Context: an optimization exercise on an open-source flow, tuned for small area, a short achievable clock period and few clock cycles. The choices shown serve that exercise and are no tape-out recipe.
RTL that was checked went through simulation tests only; none was proved equivalent to the original.
No activity file was given, so power comes from the tool's default toggle rates.

==> job 5641 <==
// zmc_profile
module zmc_profile #(
    parameter PPR = 2000    
) (
    input             clk,
    input             rst,
    input             in_valid,
    output            in_ready,
    input             in_op,
    input      [31:0] in_now,
    input      [15:0] in_start,
    input      [15:0] in_target,
    input      [15:0] in_time,
    input      [15:0] in_tad,
    output reg        out_valid,
    output     [15:0] pos_sp,
    output reg [1:0]  status
);
export LEC_CHECK = 0
export CAP_MARGIN = 20
export CORE_MARGIN = 2
export CORE_UTILIZATION = 40
export PLACE_DENSITY = 0.6
export SLEW_MARGIN = 20
create_clock -name core_clock -period 22.0 [get_ports {clk}]
run.sh (not shown) runs the stock make flow with config.mk's settings and CLKGATE_MAP_FILE= SYNTH_SCRIPT=/design/flow/synth_recipe.tcl, a recipe that flattens the netlist after the stock synthesis.
==> job 6637: changes against job 5641 <==
--- a/flow/design.v
+++ b/flow/design.v
@@ -3154,89 +3154,73 @@
     input      [15:0] in_time,
     input      [15:0] in_tad,
     output reg        out_valid,
     output     [15:0] pos_sp,
     output reg [1:0]  status
 );
-    localparam S_MOVING   = 2'd0;
-    localparam S_COMPLETE = 2'd1;
-    localparam S_REJECTED = 2'd2;
-    localparam S_NOPROF   = 2'd3;
-    localparam SEL_CRU = 2'd0, SEL_ACC = 2'd1, SEL_DEC = 2'd2, SEL_DRV = 2'd3;
+    localparam K_MOV = 3'b000, K_DEC = 3'b010, K_DRV = 3'b100;
+    localparam K_CMP = 3'b011, K_REJ = 3'b001, K_IDL = 3'b101;
     localparam integer F = 17;
-    reg         rdy_q;
+    reg         rdy_q, nrdy;
     assign in_ready = rdy_q;
-    wire        acc = in_valid && rdy_q;
+    wire        acc = in_valid && !nrdy;
     reg         v0, op0;
     reg  [31:0] now0;
     reg  [15:0] tgt0, tim0, tad0;
     reg  [10:0] st0;
     reg         active, cb;
     reg  [31:0] t0;
-    reg  [15:0] pT, pTmA;
+    reg  [15:0] pT;
     reg  [14:0] pA;
     reg  [10:0] pStartN, pEN;         
     reg  [10:0] pStart, pE, pD;
     reg  [30:0] den0, den1;
-    reg  [F:1]  vv, drv, bk, dcc, zq;
-    reg  [1:0]  stt [1:F];
-    wire [16:0] tdiff = {1'b0, tim0} - {1'b0, tad0};           
+    reg  [F:1]  vv, bk, bkn;
+    reg  [2:0]  kd [1:F];
+    wire [F:1]  drv;
+    genvar g;
+    generate
+        for (g = 1; g <= F; g = g + 1) begin : g_drv
+            assign drv[g] = kd[g][2] && !kd[g][0];
+        end
+    endgenerate
     wire        rej   = ({1'b0, tim0} <= {tad0, 1'b0});
     wire [31:0] t     = now0 - t0;
     wire [15:0] t16   = t[15:0];
     wire        fin   = (t[31:16] != 16'd0) || (t16 >= pT);
-    wire        ph_a  = (t16 < {1'b0, pA});
-    wire        ph_d  = (t16 > pTmA);
     wire        dflight = |(vv[F-1:1] & drv[F-1:1]);
     wire        dnr0    = v0 && op0 && !rej;
     wire        hold0   = dnr0 && dflight;
     wire        adv0    = v0 && !hold0;
-    reg  [1:0]  sel_s1, st_s1;
-    reg         dec_s1, zq_s1, bk_s1;
+    reg  [2:0]  k_s1;
     always @* begin
-        sel_s1 = SEL_CRU;
-        bk_s1  = cb;
-        st_s1  = S_MOVING;
-        dec_s1 = 1'b0;
-        zq_s1  = 1'b0;
-        if (op0) begin
-            sel_s1 = SEL_DRV;
-            bk_s1  = !cb;
-            zq_s1  = 1'b1;
-            if (rej) st_s1 = S_REJECTED;
-        end else if (!active) begin
-            st_s1 = S_NOPROF;
-        end else if (fin) begin
-            st_s1  = S_COMPLETE;
-            dec_s1 = 1'b1;
-            zq_s1  = 1'b1;
-        end else if (ph_a) begin
-            sel_s1 = SEL_ACC;
-        end else if (ph_d) begin
-            sel_s1 = SEL_DEC;
-            dec_s1 = 1'b1;
-        end
+        if (op0)          k_s1 = rej ? K_REJ : K_DRV;
+        else if (!active) k_s1 = K_IDL;
+        else if (fin)     k_s1 = K_CMP;
+        else              k_s1 = K_MOV;
     end
+    wire        bk_s1 = op0 ? !cb : cb;
     wire [11:0] e_s = {1'b0, tgt0[10:0]} + {2'b00, tgt0[15:11], 5'd0}
                     + {3'b000, tgt0[15:11], 4'd0};
     wire [10:0] e_m = (e_s >= 12'd2000) ? e_s - 12'd2000 : e_s[10:0];
     reg  [15:0] t16_1;
-    reg  [1:0]  sel_1;
-    wire [15:0] u  = pT - t16_1;
-    wire [16:0] tw = {t16_1, 1'b0} - {2'b00, pA};
-    wire [14:0] ks = (pA == 15'd0) ? 15'd1 : pA;
+    wire [15:0] u    = pT - t16_1;
+    wire        ph_a = (t16_1 < {1'b0, pA});
+    wire        ph_d = (u < {1'b0, pA});
+    wire [16:0] tw   = {t16_1, 1'b0} - {2'b00, pA};
+    wire [15:0] tma  = pT - {1'b0, pA};
+    wire [14:0] ks   = (pA == 15'd0) ? 15'd1 : pA;
     reg  [14:0] a1;
     reg  [16:0] b1;
     always @* begin
-        case (sel_1)
-            SEL_ACC: begin a1 = t16_1[14:0]; b1 = {2'b00, t16_1[14:0]}; end
-            SEL_DEC: begin a1 = u[14:0];     b1 = {2'b00, u[14:0]};     end
-            SEL_DRV: begin a1 = ks;          b1 = {pTmA, 1'b0};         end
-            default: begin a1 = ks;          b1 = tw;                   end
-        endcase
+        if (kd[1][2])  begin a1 = ks;          b1 = {tma, 1'b0};          end
+        else if (ph_a) begin a1 = t16_1[14:0]; b1 = {2'b00, t16_1[14:0]}; end
+        else if (ph_d) begin a1 = u[14:0];     b1 = {2'b00, u[14:0]};     end
+        else           begin a1 = ks;          b1 = tw;                   end
     end
+    wire [2:0]  k_s2 = (kd[1] == K_MOV && !ph_a && ph_d) ? K_DEC : kd[1];
     reg  [14:0] a_2;
     reg  [16:0] b_2;
     wire [30:0] m1s, m1c;
     zmc_mul1 u_mul1 (.a(a_2), .b(b_2), .s(m1s), .c(m1c));
     reg  [30:0] m1s_3, m1c_3;
     wire [30:0] prod = m1s_3 + m1c_3;
@@ -3256,64 +3240,71 @@
     genvar s;
     generate
         for (s = 0; s < 11; s = s + 1) begin : g_div
             localparam J = 10 - s;
             wire [J+30:0] ro;
             wire          qb;
-            wire [30:0]   dn = bk[6+s] ? den1 : den0;
+            wire [30:0]   dn = {bkn[6+s] ? den0[30:16] : den1[30:16],
+                                bk[6+s]  ? den1[15:0]  : den0[15:0]};
             zmc_pdiv #(.J(J)) u_step (
                 .rem_in(rs[s][J+31:0]), .den(dn), .rem_out(ro), .qbit(qb)
             );
             reg [J+30:0] r_q;
             reg [10-J:0] q_q;
+            wire [10-J:0] qn;
+            if (J < 10) begin : g_qn
+                assign qn = {qs[s][10:J+1], qb};
+            end else begin : g_qn0
+                assign qn = qb;
+            end
             always @(posedge clk) begin
                 r_q <= ro;
-                q_q <= {qs[s][10:J+1], qb};
+                q_q <= qn;
             end
             assign rs[s+1] = {{(11-J){1'b0}}, r_q};
             if (J > 0) begin : g_q
                 assign qs[s+1] = {q_q, {J{1'b0}}};
             end else begin : g_q0
                 assign qs[s+1] = q_q;
             end
         end
     endgenerate
     wire [30:0] rfin = rs[11][30:0];
-    wire [10:0] qe   = zq[F] ? 11'd0 : qs[11];
-    wire        nze  = !zq[F] && (rfin != 31'd0);
-    wire [10:0] base = dcc[F] ? pE : (drv[F] ? pStartN : pStart);
+    wire        zqF  = kd[F][2] || kd[F][0];
+    wire        decF = kd[F][1];
+    wire [10:0] qe   = zqF ? 11'd0 : qs[11];
+    wire        nze  = !zqF && (rfin != 31'd0);
+    wire [10:0] base = decF ? pE : (drv[F] ? pStartN : pStart);
     wire [12:0] sdn  = {2'b00, base} - {2'b00, qe} - {12'd0, nze};
     wire [12:0] sup  = {2'b00, base} + {2'b00, qe};
     wire [12:0] sdm  = sdn[12] ? sdn + 13'd2000 : sdn;
     wire [12:0] sum  = (sup >= 13'd2000) ? sup - 13'd2000 : sup;
-    wire [10:0] posn = dcc[F] ? sdm[10:0] : sum[10:0];
+    wire [10:0] posn = decF ? sdm[10:0] : sum[10:0];
     reg  [10:0] pos_q;
     assign pos_sp = {5'd0, pos_q};
     wire dfl_next = (adv0 && dnr0) || |(vv[F-2:1] & drv[F-2:1]);
     integer k;
     always @(posedge clk) begin
-        if (rdy_q) begin
+        if (!nrdy) begin
             op0  <= in_op;
             now0 <= in_now;
             tgt0 <= in_target;
             st0  <= in_start[10:0];
             tim0 <= in_time;
             tad0 <= in_tad;
         end
         if (v0 && op0) begin
             t0   <= now0;
             pT   <= tim0;
             pA   <= tad0[14:0];
-            pTmA <= tdiff[15:0];
         end
         if (adv0 && dnr0) begin
             pStartN <= st0;
             pEN     <= e_m;
         end
         t16_1 <= t16;
-        sel_1 <= sel_s1;
         a_2   <= a1;
         b_2   <= b1;
         m1s_3 <= m1s;
         m1c_3 <= m1c;
         p_4   <= prod;
         m2s_5 <= m2s;
@@ -3326,28 +3317,28 @@
         end
         if (vv[F] && drv[F]) begin
             pStart <= pStartN;
             pE     <= pEN;
         end
         pos_q  <= posn;
-        status <= stt[F];
-        for (k = F; k >= 2; k = k - 1) begin
-            stt[k] <= stt[k-1];
-            dcc[k] <= dcc[k-1];
-            zq[k]  <= zq[k-1];
-            drv[k] <= drv[k-1];
+        status <= {kd[F][0] && !kd[F][1], kd[F][0] && (kd[F][1] || kd[F][2])};
+        for (k = F; k >= 3; k = k - 1) begin
+            kd[k]  <= kd[k-1];
             bk[k]  <= bk[k-1];
+            bkn[k] <= bkn[k-1];
         end
-        stt[1] <= st_s1;
-        dcc[1] <= dec_s1;
-        zq[1]  <= zq_s1;
-        drv[1] <= dnr0;
+        kd[2]  <= k_s2;
+        bk[2]  <= bk[1];
+        bkn[2] <= bkn[1];
+        kd[1]  <= k_s1;
         bk[1]  <= bk_s1;
+        bkn[1] <= !bk_s1;
         if (adv0 && dnr0) cb <= !cb;
         if (rst) begin
             rdy_q     <= 1'b1;
+            nrdy      <= 1'b0;
             v0        <= 1'b0;
             vv        <= {F{1'b0}};
             out_valid <= 1'b0;
             active    <= 1'b0;
         end else begin
             v0 <= acc || hold0;
@@ -3355,9 +3346,10 @@
             out_valid <= vv[F];
             if (adv0) begin
                 if (op0) active <= !rej;
                 else if (active && fin) active <= 1'b0;
             end
             rdy_q <= !(((acc && in_op) || hold0) && dfl_next);
+            nrdy  <= ((acc && in_op) || hold0) && dfl_next;
         end
     end
 endmodule
==> flow/flow/run.sh (new file) <==
#!/bin/bash
# The standard layout, with the port buffers made from buf_2 cells instead of
# the default choice (a delay buffer).
set -o pipefail
export BUFFER_PORTS_ARGS="-buffer_cell sky130_fd_sc_hd__buf_2"
bash standard.sh > standard.log 2>&1
==> flow/standard.sh (new file) <==
#!/bin/bash
# synth_recipe.tcl (not shown) runs the flow's synth.tcl, then flattens the netlist and writes it again
# the make line also repeats each setting of config.mk as NAME=value (left out here)
make -C /OpenROAD-flow-scripts/flow DESIGN_CONFIG=/design/flow/config.mk WORK_HOME=/design/flow/orfs CLKGATE_MAP_FILE= SYNTH_SCRIPT=/design/flow/synth_recipe.tcl "${@:-finish}"
==> flow/config.mk (replaced) <==
export PLATFORM = sky130hd
export DESIGN_NAME = zmc_profile
export DESIGN_NICKNAME = zmc_profile
export VERILOG_FILES = /design/flow/design.v
export SDC_FILE = /design/flow/constraint.sdc
export NUM_CORES = 4
export LEC_CHECK = 0
export CAP_MARGIN = 60
export CORE_MARGIN = 2
export CORE_UTILIZATION = 55
export PLACE_DENSITY = 0.7
export SLEW_MARGIN = 60
removed: flow/run.sh
==> comparison table <==
|  | job 6637 | job 5641 |
|---|---|---|
| First-pass GRT wire length | 287000 microns | 280000 microns |
| Count of inverters other than clock inverters in the layout | 821 | 841 |
| Count of placed standard cells in the final layout, fillers left out | 9801 | 10500 |
| DP Area | 0.0785 sq mm | 0.0795 sq mm |
| Diodes inserted | 6 | 2 |
| Average cell area after synthesis | 9.62 sq um | 9.63 sq um |
| Endpoint of the worst setup timing path | a_2[12] | in_ready |
| Synthesis-stage register bit count | 1116 | 1151 |
| Met2 track demand over resource in global routing | 46.2% | 31.8% |
| Die Width | 376 microns | 440 microns |
| Layout multi-input combinational cell count | 5665 | 5597 |
| Post-layout minimum cycle time | 5680 ps | 6490 ps |
| Comb power | 8.22 mW | 6.68 mW |
| Worst hold-check slack | 310 ps | 320 ps |
| Depth of the worst register-to-register path | 25 | 15 |
| Total half-perimeter wirelength after legalization and detailed placement | 139000 microns | 133000 microns |
| Final Skew | 41.6 ps | 27.6 ps |
| Status | complete, no violations | complete, no violations |
| Post-synthesis simple-gate area fraction | 13.1% | 13.0% |
| Met2 Routed Length | 90200 microns | 84100 microns |
| Number of flip-flops and latches | 1116 | 1151 |
| Share of total power in the clock network | 15.2% | 18.2% |
| Setup WS pre-CTS | 16410 ps | 16080 ps |
| Bufs and invs on worst path | 4 | 1 |
| Initial cell density of the core | 55.5% | 40.2% |
Testbench counts of job 5641, summed over its fixed seeds: cycles 12,327.
No functional check of the RTL was part of job 6637.

-- separate check: timing with driven ports --
How much do the figures lean on ideal ports? The routed layouts below were timed once more, with nothing changed but the port constraints. Step 1: set_driving_cell puts a clkbuf_16 on clk and a buf_2 on each other input, an assumption about the parent block. Step 2 adds t to the input delays and takes it off the output delays; t is the mean of the earliest and latest rising clock arrival at the registers after step 1. Input paths then give back, and output paths get back, about the clock's delay inside the block. Three values: no drivers, after step 1, after step 2; two values: the first two.
| run | t (ns) | setup slack, ns | worst setup path at the end | worst data-port slew with drivers (ns) |
|---|---|---|---|---|
| job 5641 | 0.854 | 15.505 / 15.425 / 16.045 | input to register | 0.05 |
| job 6637 | 0.814 | 16.320 / 16.320 / 16.320 | register to register | 0.05 |
After both steps setup and hold are still met in every run listed.
